Source: an optimization exercise on an open RTL-to-GDS flow (aim: small area and a short achievable clock period). Production flows keep margins and buffers that such runs may drop. Where RTL was checked, it was by simulation tests only, not by an equivalence proof against the original. No functional check of the RTL was part of run 6. Power and IR drop assume default switching activity.

$ cat design/flow/design.v
module rfid_core (
    input  wire        clk,
    input  wire        rst,
    input  wire        tick,
    input  wire        rx,
    input  wire        cancel_in,
    input  wire        bus_valid,
    input  wire        bus_we,
    input  wire [19:0] bus_addr,
    input  wire [31:0] bus_wdata,
    output reg  [31:0] bus_rdata,
    output wire        pin
);
  localparam integer N_MAX = 16;
  reg        mode;
  reg        busy, complete;
  reg [4:0]  count;
  reg [31:0] edge_ticks;
  reg        out_en, mod_level;
  reg [2:0]  c_phase;
  reg        ph_scan, ph_a, ph_b, ph_gap, ph_set;
  reg [4:0]  r_idx, r_len;
  reg [31:0] r_cnt;
  reg        cancelled;
  reg [31:0] pass_count;
  reg [31:0] min_pulse, silence, sane_min, sane_max, gap, settle;
  reg [3:0]  duty_a, duty_b;
  reg [15:0] replay_len;
  reg        rx_q;
  reg [31:0] cap_buf   [0:N_MAX-1];
  reg [31:0] replay_buf[0:N_MAX-1];
  wire replay_busy = ph_scan | ph_a | ph_b | ph_gap | ph_set;
  wire ph_timed    = ph_a | ph_b | ph_gap | ph_set;
  wire [3:0] duty_sel = mod_level ? duty_a : duty_b;
  assign pin = out_en & (mode ? ({1'b0, c_phase} < duty_sel) : mod_level);
  wire [31:0] status = {24'd0, cancel_in, pin, mod_level, out_en, cancelled,
                        replay_busy, complete, busy};
  reg [31:0] reg_rd;
  always @* begin
    case (bus_addr[5:2])
      4'h0: reg_rd = {31'd0, mode};
      4'h2: reg_rd = status;
      4'h3: reg_rd = {27'd0, count};
      4'h4: reg_rd = edge_ticks;
      4'h5: reg_rd = min_pulse;
      4'h6: reg_rd = silence;
      4'h7: reg_rd = sane_min;
      4'h8: reg_rd = sane_max;
      4'h9: reg_rd = gap;
      4'hA: reg_rd = settle;
      4'hB: reg_rd = {20'd0, duty_b, 4'd0, duty_a};
      4'hC: reg_rd = {16'd0, replay_len};
      4'hD: reg_rd = pass_count;
      4'hE: reg_rd = {8'd0, 8'd8, 16'd16};
      default: reg_rd = 32'd0;
    endcase
  end
  wire [31:0] cap_rd = cap_buf[bus_addr[5:2]];
  wire [31:0] rep_rd = replay_buf[bus_addr[5:2]];
  wire word_ok = (bus_addr[1:0] == 2'b00) && (bus_addr[17:6] == 12'd0);
  wire rd_en   = bus_valid && !bus_we && word_ok;
  reg [31:0] rd_val;
  always @* begin
    case (bus_addr[19:18])
      2'b00:   rd_val = reg_rd;
      2'b01:   rd_val = cap_rd;
      2'b10:   rd_val = rep_rd;
      default: rd_val = 32'd0;
    endcase
  end
  always @(posedge clk) begin
    if (rst || !rd_en) bus_rdata <= 32'd0;
    else bus_rdata <= rd_val;
  end
  wire wr_en   = bus_valid && bus_we && word_ok;
  wire a_reg   = wr_en && bus_addr[19:18] == 2'b00;
  wire a_rep   = wr_en && bus_addr[19:18] == 2'b10;
  wire cmd_wr  = a_reg && bus_addr[5:2] == 4'h1 && bus_wdata[31:4] == 28'd0;
  wire c_start = cmd_wr && bus_wdata[3:0] == 4'd1;
  wire c_stop  = cmd_wr && bus_wdata[3:0] == 4'd2;
  wire c_proc  = cmd_wr && bus_wdata[3:0] == 4'd3;
  wire c_emu   = cmd_wr && bus_wdata[3:0] == 4'd4;
  wire c_con   = cmd_wr && bus_wdata[3:0] == 4'd5;
  wire c_coff  = cmd_wr && bus_wdata[3:0] == 4'd6;
  wire c_moda  = cmd_wr && bus_wdata[3:0] == 4'd7;
  wire c_modb  = cmd_wr && bus_wdata[3:0] == 4'd8;
  wire [31:0] d      = replay_buf[r_idx[3:0]];
  wire        lt     = r_idx < r_len;
  wire        set_z  = (settle == 32'd0);
  wire        sane   = (sane_min <= d) && (d <= sane_max) && (d[31:1] != 31'd0);
  wire        s_can  = ph_scan & lt & cancel_in;           
  wire        s_acc  = ph_scan & lt & ~cancel_in & sane;   
  wire        s_skip = ph_scan & lt & ~cancel_in & ~sane;  
  wire        s_end  = ph_scan & ~lt;                      
  wire rb1   = replay_busy & ~(s_can & set_z);
  wire idle1 = ~rb1;
  wire oe1   = out_en & ~s_can;
  wire cmd_ok = idle1;
  wire do_start = c_start & cmd_ok & ~busy;
  wire do_stop  = c_stop  & cmd_ok;
  wire do_proc  = c_proc  & cmd_ok & busy & (count != 5'd0) &
                  (edge_ticks >= silence);
  wire do_emu   = c_emu   & cmd_ok & ~busy & (replay_len <= 16'd16);
  wire do_con   = c_con   & cmd_ok;
  wire do_coff  = c_coff  & cmd_ok;
  wire do_moda  = c_moda  & cmd_ok;
  wire do_modb  = c_modb  & cmd_ok;
  wire cfg_wr   = a_reg & ~busy & idle1;
  wire rep_we   = a_rep & idle1;
  wire busy2 = (busy & ~do_stop & ~do_proc) | do_start;
  wire edge_ev = rx ^ rx_q;
  wire ge      = do_start ? (min_pulse == 32'd0) : (edge_ticks >= min_pulse);
  wire e_clr   = edge_ev & busy2;
  wire cap_we  = e_clr & ge;
  wire [4:0]  count2    = do_start ? 5'd0 : count;
  wire [31:0] cap_wdata = do_start ? 32'd0 : edge_ticks;
  wire        cap_full  = cap_we & (count2[3:0] == 4'hF);
  wire et_sat = (edge_ticks == 32'hFFFF_FFFF);
  wire [30:0] half   = d[31:1];
  wire        eq_h   = (r_cnt == {1'b0, half});
  wire        eq_g   = (r_cnt == gap) | (gap == 32'd0);   
  wire        eq_s   = (r_cnt == settle);
  wire        a_end  = tick & ph_a & eq_h;
  wire        b_end  = tick & ph_b & eq_h;
  wire        g_end  = tick & ph_gap & eq_g;
  wire        st_end = tick & ph_set & eq_s;
  wire        half1  = (d[31:2] == 30'd0);            
  wire        gap1   = (gap[31:1] == 31'd0);           
  wire        set1   = (settle == 32'd1);
  wire        sa_end = tick & s_acc & half1;           
  wire        se_end = tick & s_end & gap1;            
  wire        sc_end = tick & s_can & set1;            
  wire        ge_any = g_end | se_end;                 
  wire        g_can  = ge_any & cancel_in;             
  wire        g_scan = ge_any & ~cancel_in;            
  reg        mode_n, busy_n, complete_n;
  reg [4:0]  count_n;
  reg [31:0] edge_ticks_n;
  reg        out_en_n, mod_level_n;
  reg [2:0]  c_phase_n;
  reg        ph_scan_n, ph_a_n, ph_b_n, ph_gap_n, ph_set_n;
  reg [4:0]  r_idx_n, r_len_n;
  reg [31:0] r_cnt_n;
  reg        cancelled_n;
  reg [31:0] pass_count_n;
  always @* begin
    busy_n     = busy2;
    complete_n = complete;
    count_n    = count2;
    if (do_start) complete_n = 1'b0;
    if (do_proc)  complete_n = 1'b1;
    if (cap_we)   count_n    = count2 + 5'd1;
    if (cap_full) begin
      busy_n     = 1'b0;
      complete_n = 1'b1;
    end
    if (e_clr | do_start) edge_ticks_n = {31'd0, tick};
    else if (tick & ~et_sat) edge_ticks_n = edge_ticks + 32'd1;
    else edge_ticks_n = edge_ticks;
    ph_scan_n = (ph_scan & ~s_can & ~s_acc & ~s_end) | do_emu | b_end | g_scan;
    ph_a_n    = (ph_a & ~a_end) | (s_acc & ~sa_end);
    ph_b_n    = (ph_b & ~b_end) | a_end | sa_end;
    ph_gap_n  = (ph_gap & ~g_end) | (s_end & ~se_end);
    ph_set_n  = (ph_set & ~st_end) | (s_can & ~set_z & ~sc_end) |
                (g_can & ~set_z);
    r_idx_n = r_idx;
    if (s_skip | b_end) r_idx_n = r_idx + 5'd1;
    if (do_emu | g_scan) r_idx_n = 5'd0;
    r_len_n = r_len;
    if (do_emu) r_len_n = replay_len[4:0];
    if (a_end | sa_end | g_can) r_cnt_n = 32'd1;
    else if (s_acc | s_can | s_end) r_cnt_n = tick ? 32'd2 : 32'd1;
    else if (tick) r_cnt_n = r_cnt + 32'd1;
    else r_cnt_n = r_cnt;
    cancelled_n = cancelled;
    if (s_can) cancelled_n = 1'b1;
    if (do_emu) cancelled_n = 1'b0;
    if (g_can) cancelled_n = 1'b1;
    pass_count_n = pass_count;
    if (s_end && pass_count != 32'hFFFF_FFFF) pass_count_n = pass_count + 32'd1;
    if (do_emu) pass_count_n = 32'd0;
    out_en_n    = out_en;
    mod_level_n = mod_level;
    c_phase_n   = c_phase;
    if (s_acc | (do_start & mode) | do_con) begin
      if (!oe1) c_phase_n = 3'd0;
    end
    if (s_can | s_end | do_stop | do_coff) begin
      out_en_n    = 1'b0;
      mod_level_n = 1'b0;
    end
    if (s_acc | (do_start & mode)) begin
      out_en_n    = 1'b1;
      mod_level_n = 1'b1;
    end
    if (do_con)  out_en_n    = 1'b1;
    if (do_moda) mod_level_n = 1'b1;
    if (do_modb) mod_level_n = 1'b0;
    if (tick & out_en_n) c_phase_n = c_phase_n + 3'd1;
    if (a_end | sa_end) begin
      out_en_n    = 1'b1;
      mod_level_n = 1'b0;
    end
    if (g_can) begin
      out_en_n    = 1'b0;
      mod_level_n = 1'b0;
    end
  end
  always @(posedge clk) begin
    if (rst) begin
      mode       <= 1'b0;
      busy       <= 1'b0;
      complete   <= 1'b0;
      count      <= 5'd0;
      edge_ticks <= 32'd0;
      out_en     <= 1'b0;
      mod_level  <= 1'b0;
      c_phase    <= 3'd0;
      ph_scan    <= 1'b0;
      ph_a       <= 1'b0;
      ph_b       <= 1'b0;
      ph_gap     <= 1'b0;
      ph_set     <= 1'b0;
      r_idx      <= 5'd0;
      r_len      <= 5'd0;
      r_cnt      <= 32'd0;
      cancelled  <= 1'b0;
      pass_count <= 32'd0;
      min_pulse  <= 32'd100;
      silence    <= 32'd20000;
      sane_min   <= 32'd100;
      sane_max   <= 32'd50000;
      gap        <= 32'd10000;
      settle     <= 32'd200000;
      duty_a     <= 4'd4;
      duty_b     <= 4'd0;
      replay_len <= 16'd0;
      rx_q       <= rx;
    end else begin
      busy       <= busy_n;
      complete   <= complete_n;
      count      <= count_n;
      edge_ticks <= edge_ticks_n;
      out_en     <= out_en_n;
      mod_level  <= mod_level_n;
      c_phase    <= c_phase_n;
      ph_scan    <= ph_scan_n;
      ph_a       <= ph_a_n;
      ph_b       <= ph_b_n;
      ph_gap     <= ph_gap_n;
      ph_set     <= ph_set_n;
      r_idx      <= r_idx_n;
      r_len      <= r_len_n;
      r_cnt      <= r_cnt_n;
      cancelled  <= cancelled_n;
      pass_count <= pass_count_n;
      rx_q       <= rx;
      if (cfg_wr) begin
        case (bus_addr[5:2])
          4'h0: mode       <= bus_wdata[0];
          4'h5: min_pulse  <= bus_wdata;
          4'h6: silence    <= bus_wdata;
          4'h7: sane_min   <= bus_wdata;
          4'h8: sane_max   <= bus_wdata;
          4'h9: gap        <= bus_wdata;
          4'hA: settle     <= bus_wdata;
          4'hB: begin
            duty_a <= bus_wdata[3:0];
            duty_b <= bus_wdata[11:8];
          end
          4'hC: replay_len <= bus_wdata[15:0];
          default: ;
        endcase
      end
    end
  end
  always @(posedge clk) begin
    if (!rst && cap_we) cap_buf[count2[3:0]] <= cap_wdata;
    if (!rst && rep_we) replay_buf[bus_addr[5:2]] <= bus_wdata;
  end
endmodule
$ cat design/flow/run.sh
#!/bin/bash
# synth_recipe.tcl (not shown) runs the flow's synth.tcl, then flattens the netlist and writes it again
# the make line also repeats each setting of config.mk as NAME=value (left out here)
make -C /OpenROAD-flow-scripts/flow DESIGN_CONFIG=/design/flow/config.mk WORK_HOME=/design/flow/orfs CLKGATE_MAP_FILE= SYNTH_SCRIPT=/design/flow/synth_recipe.tcl finish
$ cat design/flow/config.mk
export PLATFORM = sky130hd
export DESIGN_NAME = rfid_core
export DESIGN_NICKNAME = rfid_core
export VERILOG_FILES = /design/flow/design.v
export SDC_FILE = /design/flow/constraint.sdc
export NUM_CORES = 4
export LEC_CHECK = 0
export ABC_CLOCK_PERIOD_IN_PS = 3000
export CAP_MARGIN = 20
export CORE_MARGIN = 2
export CORE_UTILIZATION = 35
export SETUP_SLACK_MARGIN = 5
export SLEW_MARGIN = 20
$ cat design/flow/constraint.sdc
create_clock -name core_clock -period 12.0 [get_ports {clk}]
set_input_delay 2.4000 -clock core_clock [delete_from_list [all_inputs] [get_ports {clk}]]
set_output_delay 2.4000 -clock core_clock [all_outputs]
set_load 0.01 [all_outputs]
==> results of run 1 <==
==> tightest hold or removal path: cells and delay by family, from the launching register on <==
kind	cells	cell delay, ps
compound gates	1	50
flops	1	310
simple gates	1	50
==> logic make-up after synthesis <==
| kind of cell | after synthesis | synth area share [%] |
|---|---|---|
| flops | 1402 | 58.6 |
| simple gates | 1245 | 8.87 |
| compound gates | 669 | 6.81 |
| mux | 555 | 17.2 |
| buf+inv | 471 | 3.00 |
| xor+xnor | 209 | 2.80 |
| fa+ha+maj | 143 | 2.74 |
==> what timing repair did <==
item,4_1_cts,5_1_grt
pin swaps,0,1
hold buffers,0,0
hold endpoints to repair,0,0
gates cloned,0,0
buffers inserted,0,3
setup endpoints to repair,46,48
gates resized for setup,1,3
==> state kept, by name, indices dropped and copies added (netlist names), 5 cells and up, named ones only <==
register,count
cap_buf,512
replay_buf,512
bus_rdata,32
edge_ticks,32
gap,32
min_pulse,32
pass_count,32
r_cnt,32
sane_max,32
sane_min,32
settle,32
silence,32
replay_len,16
count,5
r_idx,5
r_len,5
==> routing by layer <==
metal	up-vias	wire [um]
met5	-	23
li1	18385	-
met3	514	26100
met1	23247	95200
met2	2837	108000
met4	4	13900
==> report_power, final <==
part	switching [W]	total (W)	internal (W)
registers	0.00000384	0.00517	0.00516
logic	0.000266	0.000395	0.000130
clock network	0.00204	0.00456	0.00251
total	0.00231	0.0101	0.00781
==> per-stage QoR <==
stage	setup slack (ps)	total power, W	hold WS [ps]
CTS	5170	0.0102	457
global placement	4210	0.00566	438
detailed placement	4010	0.00566	446
floorplan	5600	0.00547	432
global route	5170	0.0104	485
finish	5280	0.0101	458
==> final cells by class <==
| cell class | instances | area (um2) |
|---|---|---|
| repair buffers | 247 | 2170 |
| clock buffers | 190 | 3950 |
| fillers | 16985 | 111000 |
| flip-flops and latches | 1402 | 38300 |
| multi-input cells | 2821 | 25500 |
| well taps | 2480 | 3100 |
| clock inverters | 78 | 812 |
| diodes | 12 | 30.0 |
| inverters | 165 | 619 |
==> Yosys cell counts (75+ instances only) <==
| cell | count |
|---|---|
| inv_1 | 161 |
| nor2_1 | 229 |
| dfxtp_1 | 378 |
| clkbuf_1 | 198 |
| xnor2_1 | 134 |
| edfxtp_1 | 1024 |
| xor2_1 | 75 |
| a21oi_1 | 267 |
| nand3_1 | 88 |
| a22oi_1 | 84 |
| mux4_2 | 443 |
| nor4_1 | 75 |
| mux2i_1 | 89 |
| ha_1 | 143 |
| nand2_1 | 550 |
==> worst paths after layout <==
kind / startpoint / end / slack [ps] / depth (start not counted)
setup / recovery: register / c_phase[1] / 5280 / 20
hold reg to reg: sane_max[10] / sane_max[10] / 460 / 2
setup reg to reg: register / c_phase[1] / 5280 / 20
hold / removal: sane_max[10] / sane_max[10] / 460 / 2
==> metrics.md, run 1 <==
| Metric | Value |
|---|---|
| Vias per Instance | `between 6 and 7` |
| Most common cell after layout, fill and taps aside | `edfxtp_1` |
| CP Launch Type | `register` |
| Critical path required time | `around 13,000 ps` |
| DR pass1 iterations | `9` |
| Syn_nets | `a little under 5,000` |
| Status | `finished clean` |
| Most frequent cells in the layout | `1,024 x edfxtp_1, 548 x nand2_1, 443 x mux4_2, 374 x dfxtp_1, 266 x a21oi_1` |
| Total GRT Usage | `25.1%` |
| Slew Limit Fails | `0` |
| Die height | `436 um` |
| Max VDD drop | `around 0.00016 V` |
| Root buffer cell | `clkbuf_16` |
| Post-Route WL | `between 200 and 250 mm` |
| Clock Sinks | `about 1,400` |
| Power Dens Cells | `136 nW/um2` |
| Final non-filler cell total | `7,395` |
| Dpl hpwl | `between 150 and 200 mm` |
| Syn Inst Count | `between 4,000 and 5,000` |
| Vias in the first global route | `around 43,000` |
| Cell Area, Placed | `69,600 um2` |
| Final Skew | `approximately 33 ps` |
| Inst Count DP | `between 7,000 and 8,000` |
| First-pass GRT wire length | `338 mm` |
| Critical Path End Type | `register` |
| Final core occ | `between 40% and 50%` |
| Gpl congestion | `between 1 and 1.5` |
| Register area share after synthesis | `58.6%` |
| ANT nets after route | `0` |
| Post-Syn Area | `around 65,000 um2` |
| Final setup fails | `0` |
| Delay of the slowest critical-path stage | `670 ps` |
| Hold Crit Class | `register to register` |
| Die ar. | `around 190,000 um2` |
| RSZ-0062 raised after global routing | `no` |
| Number of nets in the layout | `4,986` |
| Row Count | `158` |
| Initial drt markers | `approximately 6,700` |
| Achievable Freq | `0.149 GHz` |
| Met1 global-route usage | `between 30 and 40%` |
| Final period util | `between 50 and 60%` |
| Synth top area share | `47.0%` |
| Number of synthesized flops with an enable pin | `between 1,000 and 1,500` |
| Synth Flop Type | `edfxtp_1` |
| H-Tree Depth | `4` |
| Delay-heaviest family, CP | `simple AND/OR/NAND/NOR gates` |
| Post-synth ARST share | `0%` |
| Overflow after GRT | `0` |
| Seq cells post-synth | `between 1,000 and 1,500` |
| Worst Tran Pin Value | `1140 ps` |
| Share of post-route cells with drive strength above 1 | `a little under a fifth` |
| Syn Area/Cell | `between 10 and 15 um2` |
| Yosys top cell by area | `edfxtp_1` |
| Finished Cell Area | `~74,000 um2` |
| Pin count of the biggest net entering global routing | `between 90 and 100` |
| Setup TNS Final | `0 ps` |
| Crit-path cells | `buf_12 > and2_1 > a22oi_1 > nand3_1 > o21ai_0 > inv_1 > ha_1 > nor2b_1 > o21a_1 > o21ai_0 > a21oi_1 > or4_1 > nand3_1 > and3_1 > and2_1 > a2bb2oi_1 > nor2b_1 > ha_1 > inv_1 > o32ai_1` |
| Core Region | `roughly 190,000 um2` |
| Clk pin slew, worst setup/hold paths | `about 60 ps` |
| CTS tree | `yes` |
| Max clock buf depth | `3` |
| Met2 Use GR | `a little under two fifths` |
| Relative slew slack | `23.8%` |
| Starting Density | `approximately a third` |
| GRT busiest layer | `met2` |
| Netlist cell types | `85` |
| Fin. Hold Viols | `0` |
| Critical path arrival | `7460 ps` |
| Pleak | `approximately 22 nW` |
| Layout area overhead | `13.9%` |
| WL/cell | `32.8 um` |
| Initial antenna violation count | `13` |
| Slowest cell on crit path | `and2_1` |
| Ports | `just over 90` |
| Port Buf Inserts | `91` |
| Crit Path Class | `register to register` |
| Number of max-cap violations | `0` |
| Top cells by area, synth | `edfxtp_1 47%, mux4_2 15%, dfxtp_1 12%` |
| Die W | `approximately 440 um` |
| Crit path time final | `6720 ps` |
| Clock latency (worst-skew pair) | `slightly above 800 ps` |
| Syn. warnings | `1` |
| Met3 Use GR | `around 6.3%` |
| Worst-path fanout max | `between 90 and 100` |
| Vias | `44,987` |
| Drt drc | `0` |
| Num CTS Buffers | `roughly 150` |
| Crit path buf inv count | `3` |
==> inputs of run 2 (changes only) <==
--- a/design/flow/config.mk
+++ b/design/flow/config.mk
@@ -5,7 +5,6 @@
 export SDC_FILE = /design/flow/constraint.sdc
 export NUM_CORES = 4
 export LEC_CHECK = 0
-export ABC_CLOCK_PERIOD_IN_PS = 3000
 export CAP_MARGIN = 20
 export CORE_MARGIN = 2
 export CORE_UTILIZATION = 35
==> run 2 against run 1 <==
Critical path type unchanged. Count of clock-buffer cells in the layout stayed put. Core utilization stayed put. Maximum frequency stayed put. Design area stayed put. Still clean. Global-route usage stayed put.
==> metrics.md, run 2 <==
| Metric | Value |
|---|---|
| Clock Sinks | `around 1,400` |
| Final setup fails | `0` |
| Hold endpoint | `sane_max[10]` |
| Yosys top cell by area | `edfxtp_1` |
| Worst-path fanout max | `91` |
| Total GRT Usage | `25.1%` |
| Synth Flop Type | `edfxtp_1` |
| Seq cells post-synth | `~1,400` |
| CP Launch Type | `register` |
| Core Region | `about 190,000 um2` |
| Initial antenna violation count | `13` |
| Dpl hpwl | `between 150 and 200 mm` |
| Final period util | `a little under three fifths` |
| Status | `finished clean` |
| Die W | `approximately 440 um` |
| Synth cell count leaders | `1,024 x edfxtp_1, 550 x nand2_1, 443 x mux4_2, 378 x dfxtp_1, 267 x a21oi_1` |
| Overflow after GRT | `0` |
| Reg2reg end | `c_phase[1]` |
| Seq. cell area | `approximately 38,000 um2` |
| Slew Limit Fails | `0` |
| Worst R2R Path Depth | `20` |
| Multi-input logic area | `between 20,000 and 30,000 um2` |
| Vias per Instance | `slightly above 6` |
| Relative slew slack | `23.8%` |
| Layout area overhead | `13.9%` |
| Placement Setup Slack | `between 4000 and 5000 ps` |
| Starting Density | `35.2%` |
| Power Dens Cells | `about 140 nW/um2` |
| WL/cell | `about 33 um` |
| Final worst slack | `around 5300 ps` |
| Root buffer cell | `clkbuf_16` |
| Clk pin slew, worst setup/hold paths | `about 60 ps` |
| Critical Path End Type | `register` |
| Ports | `just over 90` |
| Gpl congestion | `roughly 1.0` |
| Post-Route WL | `around 240 mm` |
| Netlist cell types | `between 80 and 90` |
| Clock latency (worst-skew pair) | `a little over 800 ps` |
| First-pass GRT wire length | `~340 mm` |
| Most common cell after layout, fill and taps aside | `edfxtp_1` |
| Hold Crit Class | `register to register` |
| Vias in the first global route | `between 40,000 and 50,000` |
| Syn Area/Cell | `13.9 um2` |
| Achievable Freq | `about 0.15 GHz` |
| Number of synthesized flops with an enable pin | `~1,000` |
| Row Count | `between 150 and 200` |
| Port Buf Inserts | `between 90 and 100` |
| R2R Setup Slk | `about 5300 ps` |
| Syn Inst Count | `around 4,700` |
| Most frequent cells in the layout | `1,024 x edfxtp_1, 548 x nand2_1, 443 x mux4_2, 374 x dfxtp_1, 266 x a21oi_1` |
| Share of post-route cells with drive strength above 1 | `between 10% and 20%` |
| Hold path startpoint | `sane_max[10]` |
| Most common cell in the netlist | `edfxtp_1` |
| Final Skew | `about 33 ps` |
| Vias | `between 40,000 and 50,000` |
| Pleak | `~22 nW` |
| Die height | `about 440 um` |
| Worst hold path depth | `2` |
| Fin. Hold Viols | `0` |
| Register area share after synthesis | `58.6%` |
| Drt drc | `0` |
| DR pass1 iterations | `9` |
| Syn. warnings | `1` |
| Number of max-cap violations | `0` |
| Top cells by area, synth | `edfxtp_1 47%, mux4_2 15%, dfxtp_1 12%` |
| Die ar. | `190,000 um2` |
| Syn_nets | `about 4,900` |
| Setup TNS Final | `0 ps` |
| Max VDD drop | `about 0.00016 V` |
| Critical path required time | `12,730 ps` |
| Fill cell count | `16,985` |
| Critical path arrival | `7460 ps` |
| CTS tree | `yes` |
| RSZ-0062 raised after global routing | `no` |
| Number of nets in the layout | `4,986` |
| Num CTS Buffers | `147` |
| Post-synth ARST share | `0%` |
| ANT nets after route | `0` |
| Max clock buf depth | `3` |
| Initial drt markers | `6,676` |
| H-Tree Depth | `4` |
| Synth top area share | `between 40% and 50%` |
| Worst Tran Pin Value | `about 1100 ps` |
| Crit Path Class | `register to register` |
| Pin count of the biggest net entering global routing | `between 90 and 100` |
| Crit path time final | `a little under 7000 ps` |
| Post-Syn Area | `approximately 65,000 um2` |
[run 2: how the worst max path moves through the flow]
stage                       from        endpoint  slack [ps]  cells past startpoint
floorplan           bus_addr[11]   cap_buf[4][0]        5600                     11
global placement    bus_addr[10]   cap_buf[2][2]        4210                     12
detailed placement  bus_addr[11]  cap_buf[9][28]        4010                     13
CTS                 bus_addr[10]  cap_buf[9][23]        5170                     13
global route            register      c_phase[2]        5170                     21
finish                  register      c_phase[1]        5280                     20
[run 2: layout make-up]
type | count | share of cell area [%]
inverter | 165 | 0.832
clock inverter | 78 | 1.09
tap | 2480 | 4.17
timing repair buffer | 247 | 2.91
multi-input combinational | 2821 | 34.2
clock buffer | 190 | 5.31
sequential | 1402 | 51.5
antenna | 12 | 0.0403
[run 2: power breakdown]
group,total [W],switching (W),internal [W]
Clock,0.00456,0.00204,0.00251
Sequential,0.00517,0.00000384,0.00516
Combinational,0.000395,0.000266,0.000130
[run 2: kinds of logic (layout without fill, tap and decap cells)]
| family | Yosys count | count (layout) | synth area share, % |
|---|---|---|---|
| XOR/XNOR | 209 | 209 | 2.80 |
| flip-flops | 1402 | 1402 | 58.6 |
| other | 0 | 12 | 0 |
| multiplexers | 555 | 555 | 17.2 |
| AO/OA/AOI/OAI | 669 | 669 | 6.81 |
| AND/OR/NAND/NOR | 1245 | 1245 | 8.87 |
| buffers and inverters | 471 | 680 | 3.00 |
| adder cells (fa/ha/maj) | 143 | 143 | 2.74 |
[run 2: through the flow]
| step | power [W] | std cells | hold slack (ps) | utilization (%) | cell area (um2) |
|---|---|---|---|---|---|
| 2_1_floorplan | 0.00547 | 4694 | 432 | - | 65400 |
| 3_3_place_gp | 0.00566 | 7111 | 438 | 37.5 | 69600 |
| 3_5_place_dp | 0.00566 | 7112 | 446 | 37.5 | 69600 |
| 4_1_cts | 0.0102 | 7380 | 457 | 40.1 | 74400 |
| 5_1_grt | 0.0104 | 7386 | 485 | 40.1 | 74500 |
| 6_report | 0.0101 | 7395 | 458 | 40.1 | 74500 |
[run 2: timing repair]
item	CTS	global route
pin swaps	0	1
endpoints found under the hold margin	0	0
endpoints found under the setup margin	46	48
hold buffers	0	0
buffers inserted	0	3
gates resized for setup	1	3
[run 2: metal layers]
layer  GRT usage, %  vias to the layer above  part of all wire [%]  wire length [um]
li1               -                    18385                     -                 -
met1           33.8                    23247                    39             95200
met2           37.4                     2837                    44            108000
met3           6.27                      514                    11             26100
met4           12.7                        4                   5.7             13900
met5              0                        -                0.0095                23
[run 2: critical path, stage by stage, from the launching register on]
cell and delay [ps]:
dfxtp_4 560, buf_12 330, and2_1 670, a22oi_1 280, nand3_1 140, o21ai_0 340, inv_1 200, ha_1 250
nor2b_1 130, o21a_1 150, o21ai_0 370, a21oi_1 110, or4_1 530, nand3_1 250, and3_1 580, and2_1 370
a2bb2oi_1 260, nor2b_1 80, ha_1 270, inv_1 40, o32ai_1 250
==> inputs of run 3 (changes only) <==
--- a/design/flow/config.mk
+++ b/design/flow/config.mk
@@ -8,5 +8,4 @@
 export CAP_MARGIN = 20
 export CORE_MARGIN = 2
 export CORE_UTILIZATION = 35
-export SETUP_SLACK_MARGIN = 5
 export SLEW_MARGIN = 20
==> run 3 against run 2 <==
Sequential cell count did not move. Count of clock-buffer cells in the layout unchanged. Via count hardly changed. Core utilization about the same. Final cell count hardly changed. Sequential power hardly changed. Sequential share of layout area is essentially flat. Clock power hardly changed. Non-clock buffer count is 3 lower. Routed wire length is 0.12% lower. Critical path type is now input pin to register. Critical endpoint is now cap_buf[9][2]. Largest cell class unchanged.
==> metrics.md, run 3 <==
| Metric | Value |
|---|---|
| Status | `finished clean` |
| Syn Area/Cell | `approximately 14 um2` |
| Netlist cell types | `85` |
| Pleak | `about 22 nW` |
| H-Tree Depth | `4` |
| Gpl congestion | `1.02` |
| CP Launch Type | `input pin` |
| Port Buf Inserts | `91` |
| Clock latency (worst-skew pair) | `~850 ps` |
| Worst Tran Pin Value | `roughly 1200 ps` |
| Final setup fails | `0` |
| Max clock buf depth | `3` |
| Overflow after GRT | `0` |
| Post-Syn Area | `65,400 um2` |
| Number of nets in the layout | `around 5,000` |
| Clk pin slew, worst setup/hold paths | `roughly 60 ps` |
| Critical Path End Type | `register` |
| Synth Flop Type | `edfxtp_1` |
| Synth top area share | `a little under half` |
| Most common cell in the netlist | `edfxtp_1` |
| Yosys top cell by area | `edfxtp_1` |
| Vias in the first global route | `between 40,000 and 50,000` |
| Initial antenna violation count | `13` |
| Pwr Total | `between 0.01 and 0.015 W` |
| Synth cell count leaders | `1,024 x edfxtp_1, 550 x nand2_1, 443 x mux4_2, 378 x dfxtp_1, 267 x a21oi_1` |
| Drt drc | `0` |
| Inst Count DP | `just over 7,000` |
| Register area share after synthesis | `between 50 and 60%` |
| Fin. Hold Viols | `0` |
| Initial drt markers | `roughly 6,800` |
| Number of synthesized flops with an enable pin | `between 1,000 and 1,500` |
| Post-Route WL | `about 240 mm` |
| DR pass1 iterations | `8` |
| Number of max-cap violations | `0` |
| Setup bufs post-CTS | `0` |
| Achievable Freq | `0.140 GHz` |
| CTS resizes | `0` |
| Final period util | `between 50 and 60%` |
| Most common cell after layout, fill and taps aside | `edfxtp_1` |
| CTS Hold Bufs | `0` |
| Post-synth ARST share | `0%` |
| First-pass GRT wire length | `about 340 mm` |
| Vias | `roughly 45,000` |
| Crit path time final | `about 7100 ps` |
| ANT nets after route | `0` |
| Syn_nets | `around 4,900` |
| Syn Inst Count | `~4,700` |
| Share of post-route cells with drive strength above 1 | `between 10% and 20%` |
| Relative slew slack | `22.4%` |
| Seq cells post-synth | `between 1,000 and 1,500` |
| Delay-heaviest family, CP | `simple AND/OR/NAND/NOR gates` |
| Hold Crit Class | `register to register` |
| Power Dens Cells | `136 nW/um2` |
| Die W | `approximately 440 um` |
| Placement Setup Slack | `4010 ps` |
| Die height | `between 400 and 500 um` |
| Total GRT Usage | `between 20% and 30%` |
| Delay of the slowest critical-path stage | `roughly 700 ps` |
| Die ar. | `190,000 um2` |
| Max VDD drop | `0.000158 V` |
| Crit Path Class | `input pin to register` |
| Row Count | `approximately 160` |
| Final core occ | `40.1%` |
| Root buffer cell | `clkbuf_16` |
| Slowest cell on crit path | `nand3_1` |
| Starting Density | `roughly a third` |
| Final Skew | `about 34 ps` |
| Layout area overhead | `13.8%` |
| WL/cell | `about 33 um` |
| Syn. warnings | `1` |
| Critical path required time | `approximately 13,000 ps` |
| Most frequent cells in the layout | `1,024 x edfxtp_1, 548 x nand2_1, 443 x mux4_2, 374 x dfxtp_1, 267 x a21oi_1` |
| Core Region | `approximately 190,000 um2` |
| Worst setup path startpoint | `bus_addr[10]` |
| Crit path buf inv count | `4` |
| RSZ-0062 raised after global routing | `no` |
| Slew Limit Fails | `0` |
| Final non-filler cell total | `roughly 7,400` |
| Clock Sinks | `1,402` |
| Final worst slack | `between 4000 and 5000 ps` |
| Num CTS Buffers | `around 150` |
| Setup TNS Final | `0 ps` |
| Pin count of the biggest net entering global routing | `97` |
| Vias per Instance | `between 6 and 7` |
| Critical path arrival | `approximately 7700 ps` |
| Worst-path fanout max | `26` |
| CTS tree | `yes` |
| Most used cell, CP | `buf_4` |
| Dpl hpwl | `between 150 and 200 mm` |
| Hold path startpoint | `sane_max[10]` |
| Crit-path cells | `clkdlybuf4s50_1 > nor4_1 > nand4_1 > nor4_1 > a41oi_1 > buf_4 > nor2_1 > nand3_1 > buf_4 > a22oi_1 > nand4b_1 > nor2_4 > buf_4` |
| Ports | `92` |
| Top cells by area, synth | `edfxtp_1 47%, mux4_2 15%, dfxtp_1 12%` |
[run 3: cells by family after synthesis]
| family | synth area share, % |
|---|---|
| DFF | 58.6 |
| and+or+nand+nor | 8.87 |
| AOI/OAI and AO/OA | 6.81 |
| muxes | 17.2 |
| buffers and inverters | 3.00 |
| xor gates and xnor gates | 2.80 |
| adders and majority gates | 2.74 |
[run 3: through the flow]
stage	hold WS, ps	instance area (um2)
after floorplan	432	65400
after global placement	438	69600
after detailed placement	446	69600
after CTS	457	74400
after global routing	485	74400
final	463	74400
[run 3: where the power goes]
group / leakage, nW / switching, W / internal [W]
clock network: 2.32 / 0.00204 / 0.00251
logic: 8.63 / 0.000267 / 0.000130
registers: 11.5 / 0.00000377 / 0.00516
total: 22.4 / 0.00231 / 0.00781
[run 3: final cells by class]
cell class | count | area, um2
fill | 16989 | 111000
sequential | 1402 | 38300
multi-input combinational | 2821 | 25400
clock buffer | 190 | 3950
tap | 2480 | 3100
timing repair buffer | 244 | 2130
clock inverter | 78 | 812
inverter | 165 | 619
antenna | 9 | 22.5
[run 3: worst paths after layout]
check	end	slack, ps	depth (start not counted)
max	cap_buf[9][2]	4850	13
min	sane_max[10]	460	2
max reg2reg	c_phase[1]	5190	19
min reg2reg	sane_max[10]	460	2
[run 3: metal layers]
| layer | share of wire [%] | up-vias | global-route usage, % |
|---|---|---|---|
| met5 | 0.012 | - | 0 |
| met4 | 6.0 | 6 | 13.3 |
| met3 | 11 | 515 | 6.22 |
| met2 | 44 | 2809 | 37.2 |
| met1 | 39 | 23247 | 33.8 |
| li1 | - | 18375 | - |
[run 3: tightest hold or removal path, cell delays in order (launching register included)]
cell	delay, ps
dfxtp_1	310
nand2_1	50
a21oi_1	60
==> inputs of run 4 (changes only) <==
--- a/design/flow/design.v
+++ b/design/flow/design.v
@@ -98,8 +98,6 @@
   wire cmd_ok = idle1;
   wire do_start = c_start & cmd_ok & ~busy;
   wire do_stop  = c_stop  & cmd_ok;
-  wire do_proc  = c_proc  & cmd_ok & busy & (count != 5'd0) &
-                  (edge_ticks >= silence);
   wire do_emu   = c_emu   & cmd_ok & ~busy & (replay_len <= 16'd16);
   wire do_con   = c_con   & cmd_ok;
   wire do_coff  = c_coff  & cmd_ok;
@@ -107,14 +105,17 @@
   wire do_modb  = c_modb  & cmd_ok;
   wire cfg_wr   = a_reg & ~busy & idle1;
   wire rep_we   = a_rep & idle1;
-  wire busy2 = (busy & ~do_stop & ~do_proc) | do_start;
+  wire proc_ok = busy & (count != 5'd0) & (edge_ticks >= silence);
+  wire do_proc = c_proc & cmd_ok & proc_ok;
+  wire kill    = do_stop | do_proc;
   wire edge_ev = rx ^ rx_q;
-  wire ge      = do_start ? (min_pulse == 32'd0) : (edge_ticks >= min_pulse);
-  wire e_clr   = edge_ev & busy2;
-  wire cap_we  = e_clr & ge;
-  wire [4:0]  count2    = do_start ? 5'd0 : count;
-  wire [31:0] cap_wdata = do_start ? 32'd0 : edge_ticks;
-  wire        cap_full  = cap_we & (count2[3:0] == 4'hF);
+  wire ge_r    = (edge_ticks >= min_pulse);
+  wire mp_z    = (min_pulse == 32'd0);
+  wire e_run   = edge_ev & busy & ~kill;            
+  wire w_run   = e_run & ge_r;                      
+  wire w_start = edge_ev & do_start & mp_z;         
+  wire cap_full = w_run & (count[3:0] == 4'hF);
+  wire [31:0] cap_wdata0 = busy ? edge_ticks : 32'd0;
   wire et_sat = (edge_ticks == 32'hFFFF_FFFF);
   wire [30:0] half   = d[31:1];
   wire        eq_h   = (r_cnt == {1'b0, half});
@@ -144,17 +145,20 @@
   reg        cancelled_n;
   reg [31:0] pass_count_n;
   always @* begin
-    busy_n     = busy2;
+    busy_n     = busy ? ~kill : do_start;
     complete_n = complete;
-    count_n    = count2;
-    if (do_start) complete_n = 1'b0;
+    count_n    = count;
+    if (do_start) begin
+      complete_n = 1'b0;
+      count_n    = {4'd0, w_start};
+    end
+    if (w_run)    count_n    = count + 5'd1;
     if (do_proc)  complete_n = 1'b1;
-    if (cap_we)   count_n    = count2 + 5'd1;
     if (cap_full) begin
       busy_n     = 1'b0;
       complete_n = 1'b1;
     end
-    if (e_clr | do_start) edge_ticks_n = {31'd0, tick};
+    if (e_run | do_start) edge_ticks_n = {31'd0, tick};
     else if (tick & ~et_sat) edge_ticks_n = edge_ticks + 32'd1;
     else edge_ticks_n = edge_ticks;
     ph_scan_n = (ph_scan & ~s_can & ~s_acc & ~s_end) | do_emu | b_end | g_scan;
@@ -274,8 +278,15 @@
       end
     end
   end
+  genvar gi;
+  generate
+    for (gi = 1; gi < N_MAX; gi = gi + 1) begin : g_cap
+      always @(posedge clk)
+        if (!rst && w_run && count[3:0] == gi) cap_buf[gi] <= edge_ticks;
+    end
+  endgenerate
   always @(posedge clk) begin
-    if (!rst && cap_we) cap_buf[count2[3:0]] <= cap_wdata;
+    if (!rst && ((w_run && count[3:0] == 4'd0) || w_start)) cap_buf[0] <= cap_wdata0;
     if (!rst && rep_we) replay_buf[bus_addr[5:2]] <= bus_wdata;
   end
 endmodule
==> design/flow/flow/run.sh (new file) <==
#!/bin/bash
set -euo pipefail
MARGIN=$(cat flow/margin.txt)
bash standard.sh SETUP_SLACK_MARGIN=$MARGIN finish > make_finish.log 2>&1
==> design/flow/flow/margin.txt (new file) <==
8
==> design/flow/standard.sh (new file) <==
#!/bin/bash
# synth_recipe.tcl (not shown) runs the flow's synth.tcl, then flattens the netlist and writes it again
# the make line also repeats each setting of config.mk as NAME=value (left out here)
make -C /OpenROAD-flow-scripts/flow DESIGN_CONFIG=/design/flow/config.mk WORK_HOME=/design/flow/orfs CLKGATE_MAP_FILE= SYNTH_SCRIPT=/design/flow/synth_recipe.tcl "${@:-finish}"
removed: design/flow/run.sh
==> run 4 against run 3 <==
Sequential cell count unchanged. Synthesized cell count increased by 1.8%. Hold slack improved by 17 ps. Critical endpoint is now cap_buf[0][25]. Maximum frequency rose by 41%. Core utilization is 5.6 points higher. Largest cell class unchanged.
==> metrics.md, run 4 <==
| Metric | Value |
|---|---|
| Status | `finished clean` |
| Starting Density | `35.3%` |
| Most frequent cells in the layout | `1,024 x edfxtp_1, 357 x dfxtp_1, 289 x a22oi_1, 277 x nor2_1, 255 x mux4_2` |
| Top cells by area, synth | `edfxtp_1 48%, dfxtp_1 12%, mux4_2 8.9%` |
| Hold Crit Class | `register to register` |
| Syn Area/Cell | `approximately 14 um2` |
| Gpl congestion | `0.949` |
| Die height | `roughly 430 um` |
| Max clock buf depth | `3` |
| CTS tree | `yes` |
| Vias per Instance | `roughly 6.2` |
| Fill cell count | `about 16,000` |
| Vias in the first global route | `46,376` |
| Share of post-route cells with drive strength above 1 | `around 28%` |
| Most common cell in the netlist | `edfxtp_1` |
| Overflow after GRT | `0` |
| Synth cell count leaders | `1,024 x edfxtp_1, 378 x dfxtp_1, 352 x nor2_1, 295 x a22oi_1, 259 x mux2i_1` |
| Pin count of the biggest net entering global routing | `slightly above 90` |
| Crit Path Class | `input pin to register` |
| Worst-path fanout max | `8` |
| Met1 global-route usage | `approximately a third` |
| CTS Hold Bufs | `0` |
| ANT nets after route | `0` |
| R2r startpoint | `edge_ticks[0]` |
| Worst R2R Path Depth | `16` |
| Netlist cell types | `100` |
| Layout area overhead | `29.7%` |
| Final non-filler cell total | `7,824` |
| Critical path arrival | `approximately 5600 ps` |
| Root buffer cell | `clkbuf_16` |
| Port Buf Inserts | `91` |
| Final period util | `approximately 42%` |
| Syn Inst Count | `roughly 4,800` |
| First-pass GRT wire length | `351 mm` |
| Syn_nets | `4,980` |
| Die W | `around 430 um` |
| Hold path startpoint | `replay_len[13]` |
| Hold endpoint | `replay_len[13]` |
| Drt drc | `0` |
| Achievable Freq | `between 0.15 and 0.2 GHz` |
| Post-synth ARST share | `0%` |
| Inst Count DP | `~7,100` |
| Initial antenna violation count | `9` |
| Final Skew | `39.0 ps` |
| Number of max-cap violations | `0` |
| Die ar. | `188,000 um2` |
| Post-Route WL | `around 260 mm` |
| Critical Path End Type | `register` |
| Met3 Use GR | `about 6%` |
| CP Launch Type | `input pin` |
| Number of synthesized flops with an enable pin | `between 1,000 and 1,500` |
| Num CTS Buffers | `~150` |
| Pleak | `between 20 and 30 nW` |
| Core Region | `roughly 180,000 um2` |
| Slew Limit Fails | `0` |
| Ports | `approximately 90` |
| Worst hold path depth | `2` |
| Met2 Use GR | `about two fifths` |
| Initial drt markers | `7,344` |
| R2R Setup Slk | `roughly 7300 ps` |
| Crit path time final | `slightly above 5000 ps` |
| Power Dens Cells | `between 100 and 150 nW/um2` |
| Register area share after synthesis | `~59%` |
| Setup TNS Final | `0 ps` |
| Post-Syn Area | `between 60,000 and 70,000 um2` |
| Vias | `between 40,000 and 50,000` |
| Worst Tran Pin Value | `~1200 ps` |
| Seq. cell area | `38,400 um2` |
| Clock Sinks | `about 1,400` |
| Final setup fails | `0` |
| Most common cell after layout, fill and taps aside | `edfxtp_1` |
| Synth top area share | `a little under half` |
| Seq cells post-synth | `about 1,400` |
| DR pass1 iterations | `6` |
| WL/cell | `around 33 um` |
| Multi-input logic area | `roughly 27,000 um2` |
| Dpl hpwl | `between 100 and 150 mm` |
| Relative slew slack | `about 17%` |
| Syn. warnings | `2` |
| Fin Hold WS | `between 400 and 500 ps` |
| Critical path required time | `about 13,000 ps` |
| RSZ-0062 raised after global routing | `yes` |
| Clock latency (worst-skew pair) | `820 ps` |
| Fin. Hold Viols | `0` |
| Max VDD drop | `between 0.0001 and 0.00015 V` |
| GRT busiest layer | `met2` |
| Total GRT Usage | `a little over a quarter` |
| Row Count | `157` |
| Clk pin slew, worst setup/hold paths | `approximately 60 ps` |
| H-Tree Depth | `4` |
| Number of nets in the layout | `between 5,000 and 6,000` |
| Synth Flop Type | `edfxtp_1` |
| Yosys top cell by area | `edfxtp_1` |
| Reg2reg end | `cap_buf[5][18]` |
## run 4: changes by cell type after synthesis, moves of 30 or more
cell / change
nand4_1: +48
nor2_2: +30
a21oi_1: -127
nand2_1: -333
mux4_2: -188
mux2i_1: +170
mux2_2: +37
nor2_1: +123
a22oi_1: +211
o221ai_1: +39
nand3_1: +38
## run 4: stage by stage
| stage | area [um2] | util, % | power (W) | setup WS [ps] |
|---|---|---|---|---|
| 5_1_grt | 83800 | 45.7 | 0.0106 | 6940 |
| 3_3_place_gp | 69200 | 37.7 | 0.00563 | 4910 |
| 2_1_floorplan | 66300 | - | 0.00547 | 6860 |
| 3_5_place_dp | 69200 | 37.8 | 0.00564 | 4890 |
| 6_report | 83800 | 45.7 | 0.0104 | 6940 |
| 4_1_cts | 81500 | 44.5 | 0.0104 | 7060 |
## run 4: how the worst max path moves through the flow
stage / from / end / slack [ps] / depth (start not counted)
after detailed placement: bus_wdata[20] / cap_buf[0][25] / 4890 / 10
after CTS: mod_level / pin / 7060 / 8
after global routing: bus_wdata[18] / cap_buf[5][18] / 6940 / 17
after floorplan: bus_addr[3] / cap_buf[0][0] / 6860 / 8
after global placement: bus_wdata[20] / cap_buf[0][25] / 4910 / 10
final: bus_wdata[18] / cap_buf[0][25] / 6940 / 17
## run 4: final cells by class
type,instances,area share (%)
sequential,1402,45.8
inverter,168,0.780
clock inverter,87,1.18
timing repair inverter,1,0.0105
clock buffer,182,4.71
multi-input combinational,2902,32.2
antenna,2,0.00597
tap,2464,3.68
timing repair buffer,616,11.7
## run 4: repair_timing
action                     in CTS  in global routing
cloned                        107                 32
setup buffers                 195                 73
gates resized for setup       805                210
pin swaps                     131                 66
setup endpoints to repair    1432               1370
## run 4: where the power goes
group	total (W)	internal [W]	switching [W]
Clock	0.00477	0.00274	0.00203
Sequential	0.00517	0.00516	0.00000569
Combinational	0.000484	0.000183	0.000300
## run 4: kinds of logic after synthesis
group | after synthesis | share of synthesized area [%]
compound gates | 829 | 9.34
simple gates | 1147 | 8.82
xor+xnor | 200 | 2.71
flops | 1402 | 59.3
fa+ha+maj | 143 | 2.77
mux | 568 | 13.9
buf+inv | 489 | 3.15
## run 4: critical path, cell delays in order
cell	delay, ps
buf_8	100
buf_12	120
nor4_4	420
nand4_1	390
nor4_4	380
nand2b_1	150
nor4b_4	390
nand2_2	120
nor2_4	170
buf_6	130
buf_6	100
a211oi_4	70
nand3_2	140
a21oi_4	70
buf_12	170
buf_6	110
buf_12	140
## run 4: layer usage
| layer | share of wire, % | vias to the layer above |
|---|---|---|
| li1 | - | 19634 |
| met1 | 36 | 24607 |
| met2 | 45 | 3566 |
| met3 | 11 | 774 |
| met4 | 7.2 | 8 |
| met5 | 0.032 | - |
==> inputs of run 5 (changes only) <==
==> design/flow/flow/margin.txt (replaced) <==
7
==> run 5 against run 4 <==
Global-route usage decreased by 2.0 points. Non-clock buffer count decreased by 261. Clock power decreased by 5.0%. Clock skew decreased by 1.5 ps. Register-to-register slack got worse by 200 ps. Final cell count decreased by 3.5%. Sequential share of layout area increased by 4.2 points. Maximum frequency decreased by 0.51%. Count of clock-buffer cells in the layout increased by 17. Critical path depth decreased by 4. Routed wire length decreased by 11%. Highest routed layer unchanged.
==> metrics.md, run 5 <==
| Metric | Value |
|---|---|
| Crit-path cells | `dlygate4sd2_1 > buf_12 > or4_4 > nor4_4 > buf_4 > nand3b_1 > nor2_1 > nand3_2 > or4_4 > a21oi_4 > buf_6 > buf_12 > buf_16` |
| Setup TNS Final | `0 ps` |
| Slowest cell on crit path | `or4_4` |
| Die ar. | `188,000 um2` |
| Delay of the slowest critical-path stage | `570 ps` |
| H-Tree Depth | `4` |
| Ports | `92` |
| Syn_nets | `4,980` |
| Hold path startpoint | `replay_len[13]` |
| Power Dens Cells | `between 100 and 150 nW/um2` |
| Drt drc | `0` |
| Register area share after synthesis | `roughly three fifths` |
| Post-Syn Area | `64,600 um2` |
| Total GRT Usage | `between 20 and 25%` |
| Port Buf Inserts | `91` |
| Root buffer cell | `clkbuf_16` |
| Crit path time final | `slightly above 5000 ps` |
| Post-synth ARST share | `0%` |
| Syn. warnings | `2` |
| Yosys top cell by area | `edfxtp_1` |
| Critical path arrival | `~5600 ps` |
| Initial antenna violation count | `16` |
| Synth top area share | `between 40% and 50%` |
| Worst Tran Pin Value | `~1300 ps` |
| Gpl congestion | `between 0.9 and 1` |
| Synth Flop Type | `edfxtp_1` |
| Most frequent cells in the layout | `1,024 x edfxtp_1, 373 x dfxtp_1, 325 x nor2_1, 294 x a22oi_1, 255 x mux4_2` |
| RSZ-0062 raised after global routing | `yes` |
| Top cells by area, synth | `edfxtp_1 48%, dfxtp_1 12%, mux4_2 8.9%` |
| Number of max-cap violations | `0` |
| Initial drt markers | `between 6,000 and 7,000` |
| Worst hold path depth | `2` |
| Hold endpoint | `replay_len[13]` |
| Pleak | `approximately 27 nW` |
| Max clock buf depth | `3` |
| Crit path buf inv count | `6` |
| Critical Path End Type | `register` |
| Critical path required time | `12,490 ps` |
| Cell Area, Placed | `roughly 70,000 um2` |
| R2R Setup Slk | `7140 ps` |
| Max VDD drop | `around 0.00015 V` |
| Vias | `approximately 45,000` |
| Syn Inst Count | `approximately 4,800` |
| First-pass GRT wire length | `327 mm` |
| Netlist cell types | `100` |
| Number of nets in the layout | `between 5,000 and 6,000` |
| Most common cell after layout, fill and taps aside | `edfxtp_1` |
| Slew Limit Fails | `0` |
| Die W | `434 um` |
| WL/cell | `between 30 and 40 um` |
| Post-Route WL | `232 mm` |
| Worst-path fanout max | `12` |
| Number of synthesized flops with an enable pin | `1,024` |
| Core Region | `~180,000 um2` |
| Final setup fails | `0` |
| DR pass1 iterations | `6` |
| Vias in the first global route | `approximately 44,000` |
| Layout area overhead | `18.6%` |
| Hold Crit Class | `register to register` |
| Starting Density | `around a third` |
| Finished Cell Area | `roughly 77,000 um2` |
| Reg2reg end | `mod_level` |
| Final core occ | `41.8%` |
| CP Launch Type | `input pin` |
| Seq cells post-synth | `about 1,400` |
| Num CTS Buffers | `roughly 150` |
| Die height | `roughly 430 um` |
| Fin. Hold Viols | `0` |
| Share of post-route cells with drive strength above 1 | `about 21%` |
| Most common cell in the netlist | `edfxtp_1` |
| Clk pin slew, worst setup/hold paths | `approximately 60 ps` |
| Pwr Total | `0.0101 W` |
| Pin count of the biggest net entering global routing | `about 180` |
| Relative slew slack | `around a tenth` |
| Syn Area/Cell | `13.5 um2` |
| CTS tree | `yes` |
| Clock Sinks | `roughly 1,400` |
| ANT nets after route | `0` |
| Crit Path Class | `input pin to register` |
| Overflow after GRT | `0` |
| Delay-heaviest family, CP | `simple AND/OR/NAND/NOR gates` |
| Achievable Freq | `0.197 GHz` |
| Fill cell count | `~17,000` |
| Vias per Instance | `~6` |
| Dpl hpwl | `143 mm` |
| Worst R2R Path Depth | `20` |
| Final period util | `approximately 42%` |
| Final Skew | `roughly 38 ps` |
| Clock latency (worst-skew pair) | `approximately 800 ps` |
| Synth cell count leaders | `1,024 x edfxtp_1, 378 x dfxtp_1, 352 x nor2_1, 295 x a22oi_1, 259 x mux2i_1` |
| Status | `finished clean` |
| Row Count | `157` |
==> run 5: worst min-delay path: stages, from the launching register on <==
cell and delay, ps:
dfxtp_1 320, nand2_1 60, a21oi_1 50
==> run 5: area by class of cell <==
cell class	instances	area (um2)	area share, %
repair buffers	355	4460	5.82
clock buffers	199	4010	5.23
multi-input cells	2889	25400	33.2
inverters	168	654	0.854
clock inverters	68	684	0.893
diodes	2	5.00	0.00653
well taps	2464	3080	4.02
flip-flops and latches	1402	38300	50.0
==> run 5: worst max path at each step <==
stage	startpoint	endpoint	cells after the start
final	bus_wdata[24]	cap_buf[0][28]	13
after global routing	bus_addr[2]	cap_buf[0][28]	14
after CTS	bus_addr[5]	bus_rdata[29]	9
after detailed placement	register	r_cnt[4]	16
after global placement	register	r_cnt[25]	16
after floorplan	cancel_in	replay_buf[0][0]	6
==> run 5: repair_timing <==
| action | 4_1_cts | 5_1_grt |
|---|---|---|
| resized for setup | 298 | 110 |
| pin swaps | 28 | 16 |
| hold buffers | 0 | 0 |
| endpoints found under the hold margin | 0 | 0 |
| gates cloned | 34 | 5 |
| endpoints found under the setup margin | 1009 | 601 |
| setup buffers | 61 | 26 |
==> run 5: logic make-up (layout without fill, tap and decap cells) <==
group                      after synthesis  count (layout)  share of synthesized area, %
muxes                                  568             568                          13.9
xor gates and xnor gates               200             200                          2.71
DFF                                   1402            1402                          59.3
other                                    0               2                             0
adders and majority gates              143             143                          2.77
and+or+nand+nor                       1147            1149                          8.82
buffers and inverters                  489             790                          3.15
AOI/OAI and AO/OA                      829             829                          9.34
==> run 5: per-stage QoR <==
stage	std cells	setup slack (ps)	hold WS, ps
global placement	7152	4800	456
detailed placement	7152	4790	462
CTS	7514	6900	472
floorplan	4778	6580	444
global route	7545	6910	505
finish	7547	6910	482
==> run 5: where the power goes <==
part | internal [W] | leakage, nW | total [W] | switching (W)
combinational | 0.000159 | 11.4 | 0.000431 | 0.000272
sequential | 0.00516 | 12.9 | 0.00516 | 0.00000370
clock | 0.00257 | 2.28 | 0.00453 | 0.00195
total | 0.00789 | 26.6 | 0.0101 | 0.00223
==> run 5: metal layers <==
| layer | track usage [%] | vias up | wire (um) |
|---|---|---|---|
| li1 | - | 19023 | - |
| met1 | 32.3 | 23171 | 90500 |
| met2 | 38.4 | 2579 | 108000 |
| met3 | 5.06 | 447 | 23500 |
| met4 | 9.66 | 2 | 10100 |
| met5 | 0 | - | 12 |
==> inputs of run 6 (changes only) <==
--- a/design/flow/design.v
+++ b/design/flow/design.v
@@ -31,8 +31,8 @@
   reg [31:0] replay_buf[0:N_MAX-1];
   wire replay_busy = ph_scan | ph_a | ph_b | ph_gap | ph_set;
   wire ph_timed    = ph_a | ph_b | ph_gap | ph_set;
-  wire [3:0] duty_sel = mod_level ? duty_a : duty_b;
-  assign pin = out_en & (mode ? ({1'b0, c_phase} < duty_sel) : mod_level);
+  reg pin_q;
+  assign pin = pin_q;
   wire [31:0] status = {24'd0, cancel_in, pin, mod_level, out_en, cancelled,
                         replay_busy, complete, busy};
   reg [31:0] reg_rd;
@@ -72,18 +72,20 @@
     if (rst || !rd_en) bus_rdata <= 32'd0;
     else bus_rdata <= rd_val;
   end
-  wire wr_en   = bus_valid && bus_we && word_ok;
-  wire a_reg   = wr_en && bus_addr[19:18] == 2'b00;
-  wire a_rep   = wr_en && bus_addr[19:18] == 2'b10;
-  wire cmd_wr  = a_reg && bus_addr[5:2] == 4'h1 && bus_wdata[31:4] == 28'd0;
-  wire c_start = cmd_wr && bus_wdata[3:0] == 4'd1;
-  wire c_stop  = cmd_wr && bus_wdata[3:0] == 4'd2;
-  wire c_proc  = cmd_wr && bus_wdata[3:0] == 4'd3;
-  wire c_emu   = cmd_wr && bus_wdata[3:0] == 4'd4;
-  wire c_con   = cmd_wr && bus_wdata[3:0] == 4'd5;
-  wire c_coff  = cmd_wr && bus_wdata[3:0] == 4'd6;
-  wire c_moda  = cmd_wr && bus_wdata[3:0] == 4'd7;
-  wire c_modb  = cmd_wr && bus_wdata[3:0] == 4'd8;
+  wire [8:1]  c_cmd;    
+  wire [15:0] w_reg;    
+  wire [15:0] w_rep;    
+  rfid_core_dec u_dec (
+    .bus_valid(bus_valid), .bus_we(bus_we), .bus_addr(bus_addr),
+    .bus_wdata(bus_wdata), .c_cmd(c_cmd), .w_reg(w_reg), .w_rep(w_rep));
+  wire c_start = c_cmd[1];
+  wire c_stop  = c_cmd[2];
+  wire c_proc  = c_cmd[3];
+  wire c_emu   = c_cmd[4];
+  wire c_con   = c_cmd[5];
+  wire c_coff  = c_cmd[6];
+  wire c_moda  = c_cmd[7];
+  wire c_modb  = c_cmd[8];
   wire [31:0] d      = replay_buf[r_idx[3:0]];
   wire        lt     = r_idx < r_len;
   wire        set_z  = (settle == 32'd0);
@@ -103,8 +105,7 @@
   wire do_coff  = c_coff  & cmd_ok;
   wire do_moda  = c_moda  & cmd_ok;
   wire do_modb  = c_modb  & cmd_ok;
-  wire cfg_wr   = a_reg & ~busy & idle1;
-  wire rep_we   = a_rep & idle1;
+  wire cfg_ok   = ~busy & idle1;
   wire proc_ok = busy & (count != 5'd0) & (edge_ticks >= silence);
   wire do_proc = c_proc & cmd_ok & proc_ok;
   wire kill    = do_stop | do_proc;
@@ -134,7 +135,7 @@
   wire        ge_any = g_end | se_end;                 
   wire        g_can  = ge_any & cancel_in;             
   wire        g_scan = ge_any & ~cancel_in;            
-  reg        mode_n, busy_n, complete_n;
+  reg        busy_n, complete_n;
   reg [4:0]  count_n;
   reg [31:0] edge_ticks_n;
   reg        out_en_n, mod_level_n;
@@ -210,6 +211,12 @@
       mod_level_n = 1'b0;
     end
   end
+  wire       wr_cfg  = cfg_ok;
+  wire       mode_n  = (wr_cfg & w_reg[0])  ? bus_wdata[0]    : mode;
+  wire [3:0] duty_an = (wr_cfg & w_reg[11]) ? bus_wdata[3:0]  : duty_a;
+  wire [3:0] duty_bn = (wr_cfg & w_reg[11]) ? bus_wdata[11:8] : duty_b;
+  wire [3:0] duty_sn = mod_level_n ? duty_an : duty_bn;
+  wire pin_n = out_en_n & (mode_n ? ({1'b0, c_phase_n} < duty_sn) : mod_level_n);
   always @(posedge clk) begin
     if (rst) begin
       mode       <= 1'b0;
@@ -240,6 +247,7 @@
       duty_b     <= 4'd0;
       replay_len <= 16'd0;
       rx_q       <= rx;
+      pin_q      <= 1'b0;
     end else begin
       busy       <= busy_n;
       complete   <= complete_n;
@@ -259,27 +267,29 @@
       cancelled  <= cancelled_n;
       pass_count <= pass_count_n;
       rx_q       <= rx;
-      if (cfg_wr) begin
-        case (bus_addr[5:2])
-          4'h0: mode       <= bus_wdata[0];
-          4'h5: min_pulse  <= bus_wdata;
-          4'h6: silence    <= bus_wdata;
-          4'h7: sane_min   <= bus_wdata;
-          4'h8: sane_max   <= bus_wdata;
-          4'h9: gap        <= bus_wdata;
-          4'hA: settle     <= bus_wdata;
-          4'hB: begin
-            duty_a <= bus_wdata[3:0];
-            duty_b <= bus_wdata[11:8];
-          end
-          4'hC: replay_len <= bus_wdata[15:0];
-          default: ;
-        endcase
+      if (cfg_ok) begin
+        if (w_reg[0])  mode       <= bus_wdata[0];
+        if (w_reg[5])  min_pulse  <= bus_wdata;
+        if (w_reg[6])  silence    <= bus_wdata;
+        if (w_reg[7])  sane_min   <= bus_wdata;
+        if (w_reg[8])  sane_max   <= bus_wdata;
+        if (w_reg[9])  gap        <= bus_wdata;
+        if (w_reg[10]) settle     <= bus_wdata;
+        if (w_reg[11]) begin
+          duty_a <= bus_wdata[3:0];
+          duty_b <= bus_wdata[11:8];
+        end
+        if (w_reg[12]) replay_len <= bus_wdata[15:0];
       end
+      pin_q <= pin_n;
     end
   end
   genvar gi;
   generate
+    for (gi = 0; gi < N_MAX; gi = gi + 1) begin : g_rep
+      always @(posedge clk)
+        if (!rst && w_rep[gi] && idle1) replay_buf[gi] <= bus_wdata;
+    end
     for (gi = 1; gi < N_MAX; gi = gi + 1) begin : g_cap
       always @(posedge clk)
         if (!rst && w_run && count[3:0] == gi) cap_buf[gi] <= edge_ticks;
@@ -287,6 +297,31 @@
   endgenerate
   always @(posedge clk) begin
     if (!rst && ((w_run && count[3:0] == 4'd0) || w_start)) cap_buf[0] <= cap_wdata0;
-    if (!rst && rep_we) replay_buf[bus_addr[5:2]] <= bus_wdata;
   end
 endmodule
+module rfid_core_dec (
+    input  wire        bus_valid,
+    input  wire        bus_we,
+    input  wire [19:0] bus_addr,
+    input  wire [31:0] bus_wdata,
+    output wire [8:1]  c_cmd,
+    output wire [15:0] w_reg,
+    output wire [15:0] w_rep
+);
+  wire wr_ok  = bus_valid & bus_we & (bus_addr[1:0] == 2'b00) &
+                (bus_addr[17:6] == 12'd0);
+  wire reg_ok = wr_ok & (bus_addr[19:18] == 2'b00);
+  wire rep_ok = wr_ok & (bus_addr[19:18] == 2'b10);
+  wire hi_z   = (bus_wdata[31:4] == 28'd0);
+  genvar k;
+  generate
+    for (k = 0; k < 16; k = k + 1) begin : g_slot
+      assign w_reg[k] = reg_ok & (bus_addr[5:2] == k);
+      assign w_rep[k] = rep_ok & (bus_addr[5:2] == k);
+    end
+    for (k = 1; k <= 8; k = k + 1) begin : g_cmd
+      assign c_cmd[k] = reg_ok & (bus_addr[5:2] == 4'd1) & hi_z &
+                        (bus_wdata[3:0] == k);
+    end
+  endgenerate
+endmodule
==> design/flow/flow/margin.txt (replaced) <==
8
--- a/design/flow/config.mk
+++ b/design/flow/config.mk
@@ -9,3 +9,5 @@
 export CORE_MARGIN = 2
 export CORE_UTILIZATION = 35
 export SLEW_MARGIN = 20
+export SYNTH_HIERARCHICAL = 1
+export SYNTH_MINIMUM_KEEP_SIZE = 0
==> run 6 against run 5 <==
Clock power up 4%. Register-to-register slack got worse by 1300 ps. Power increased by 2.3%. Synthesized cell count grew 13%. Global-route usage increased by 10 points. First-iteration DRC count rose by 90%. Maximum frequency decreased by 18%. Sequential cell count down 3. Design area up 10%. Combinational power is 13% higher. Count of clock-buffer cells in the layout shrank 11. Critical path type is now register to register. Highest routed layer unchanged.
==> metrics.md, run 6 <==
| Metric | Value |
|---|---|
| Delay-heaviest family, CP | `compound AO/OA/AOI/OAI gates` |
| Layout area overhead | `34.4%` |
| Syn Inst Count | `5,394` |
| First-pass GRT wire length | `about 440 mm` |
| Port Buf Inserts | `just over 90` |
| Worst-path fanout max | `7` |
| Relative slew slack | `between 10% and 20%` |
| Total GRT Usage | `approximately 35%` |
| CTS Hold Bufs | `0` |
| Core Region | `about 180,000 um2` |
| Most frequent cells in the layout | `1,024 x edfxtp_1, 503 x a22oi_1, 450 x nand2_1, 369 x dfxtp_1, 262 x a21oi_1` |
| Pin count of the biggest net entering global routing | `between 80 and 90` |
| Max clock buf depth | `3` |
| Die ar. | `183,000 um2` |
| Die W | `between 400 and 500 um` |
| Status | `finished clean` |
| Syn Area/Cell | `between 10 and 15 um2` |
| H-Tree Depth | `4` |
| Number of nets in the layout | `between 6,000 and 7,000` |
| Seq. cell area | `approximately 38,000 um2` |
| WL/cell | `41.4 um` |
| Achievable Freq | `approximately 0.16 GHz` |
| RSZ-0062 raised after global routing | `yes` |
| Gpl congestion | `~1.0` |
| Final period util | `between 50% and 60%` |
| Number of max-cap violations | `0` |
| Critical Path End Type | `register` |
| Final Skew | `41.1 ps` |
| Vias in the first global route | `~52,000` |
| Pwr Total | `between 0.01 and 0.015 W` |
| Drt drc | `0` |
| Num CTS Buffers | `between 100 and 150` |
| Pleak | `29.7 nW` |
| Clk pin slew, worst setup/hold paths | `roughly 60 ps` |
| Clock Sinks | `around 1,400` |
| Die height | `approximately 430 um` |
| Crit Path Class | `register to register` |
| DR pass1 iterations | `13` |
| Slowest cell on crit path | `o211ai_1` |
| Root buffer cell | `clkbuf_16` |
| Max VDD drop | `between 0.0001 and 0.00015 V` |
| Overflow after GRT | `0` |
| Worst Tran Pin Value | `approximately 1300 ps` |
| Starting Density | `between 30% and 40%` |
| Row Count | `between 150 and 200` |
| Crit path time final | `a little over 6000 ps` |
| Ports | `between 90 and 100` |
| Vias | `roughly 59,000` |
| Initial drt markers | `approximately 12,000` |
| Share of post-route cells with drive strength above 1 | `approximately a quarter` |
| Post-Syn Area | `62,800 um2` |
| Post-Route WL | `349 mm` |
| Clock latency (worst-skew pair) | `860 ps` |
| Delay of the slowest critical-path stage | `790 ps` |
| CTS tree | `yes` |
| Vias per Instance | `~7` |
| Syn. warnings | `9` |
| Fin. Hold Viols | `0` |
| Critical path required time | `approximately 13,000 ps` |
| Syn_nets | `approximately 5,600` |
| Fill cell count | `15,350` |
| Crit path buf inv count | `6` |
| R2R Setup Slk | `5810 ps` |
| Multi-input logic area | `27,300 um2` |
| CP Launch Type | `register` |
| Dpl hpwl | `about 170 mm` |
| Initial antenna violation count | `between 40 and 50` |
| Critical path arrival | `6910 ps` |
| Power Dens Cells | `123 nW/um2` |
| ANT nets after route | `0` |
| Hold Crit Class | `register to register` |
| Most common cell after layout, fill and taps aside | `edfxtp_1` |
| Slew Limit Fails | `0` |
| Setup TNS Final | `0 ps` |
| Final setup fails | `0` |
-- run 6: repair_timing --
action | in CTS | in global routing
setup buffers | 302 | 115
pin swaps | 160 | 207
endpoints found under the setup margin | 1430 | 1396
gates cloned | 103 | 40
gates resized for setup | 802 | 494
-- run 6: final cells by class --
| cell class | instances | area share [%] |
|---|---|---|
| sequential | 1399 | 45.3 |
| multi-input combinational | 3484 | 32.3 |
| timing repair buffer | 713 | 12.3 |
| clock buffer | 188 | 4.69 |
| tap | 2355 | 3.49 |
| clock inverter | 86 | 1.06 |
| inverter | 172 | 0.806 |
| antenna | 27 | 0.0800 |
-- run 6: power breakdown --
group          internal, W  total, W  switching (W)
logic             0.000137  0.000486       0.000348
clock network      0.00262   0.00472        0.00210
registers          0.00515   0.00515     0.00000509
total              0.00791    0.0104        0.00245
-- run 6: per-layer routing --
| metal | vias to the layer above | share of wire, % | track usage (%) | routed length, um |
|---|---|---|---|---|
| met1 | 28282 | 32 | 41.4 | 112000 |
| li1 | 22190 | - | - | - |
| met4 | 38 | 11 | 27.7 | 38800 |
| met3 | 2031 | 16 | 12.4 | 57400 |
| met2 | 6009 | 40 | 50.2 | 140000 |
| met5 | - | 0.13 | 0 | 444 |
-- run 6: final timing paths --
path,start,depth (start not counted),end
worst max-delay path,r_idx[1],25,pin_q
worst min-delay path,silence[6],2,silence[6]
worst max register to register,r_idx[1],25,pin_q
worst min register to register,silence[6],2,silence[6]
-- run 6: metrics by stage --
| stage | instance area [um2] | hold slack, ps | setup WS (ps) | std cells | util (%) |
|---|---|---|---|---|---|
| 6_report | 84500 | 482 | 5810 | 8424 | 47.3 |
| 5_1_grt | 84400 | 500 | 5730 | 8408 | 47.3 |
| 4_1_cts | 80300 | 473 | 6170 | 8242 | 45.0 |
| 3_5_place_dp | 67000 | 464 | 4210 | 7563 | 37.5 |
| 3_3_place_gp | 67000 | 459 | 4350 | 7563 | 37.6 |
| 2_1_floorplan | 64200 | 438 | 5770 | 5394 | - |
-- run 6: worst min-delay path: cells and delay by family (launching register included) --
kind            cells  cell delay [ps]
compound gates      1               50
simple gates        1               70
flops               1              320

## what the ideal ports hide
Ports are ideal in the flow. The routed layouts listed here were re-timed in OpenROAD.
Step 1, drivers: a clkbuf_16 drives clk and a buf_2 each remaining input, both assumed.
Step 2 also shifts input and output timing later by t, the mid clock arrival at the registers, as if the neighbouring blocks saw the same clock.
a / b / c = ideal / step 1 / step 2; a / b = the first two.
run	t, ns	slack for setup (ns)	clock arrival spread, ns
run 1	0.904	5.276 / 5.276 / 4.534	0.036 / 0.036
run 2	0.904	5.276 / 5.276 / 4.534	0.036 / 0.036
run 3	0.915	4.853 / 4.913 / 3.998	0.035 / 0.036
run 4	0.891	6.937 / 6.926 / 6.077	0.039 / 0.040
run 5	0.867	6.911 / 6.911 / 6.090	0.039 / 0.039
run 6	0.927	5.815 / 5.815 / 5.187	0.041 / 0.041
After both steps every run listed still meets setup and hold. For run 4, which loses most, drivers alone change the setup slack by -0.011 ns; drivers and shift together by -0.860 ns.
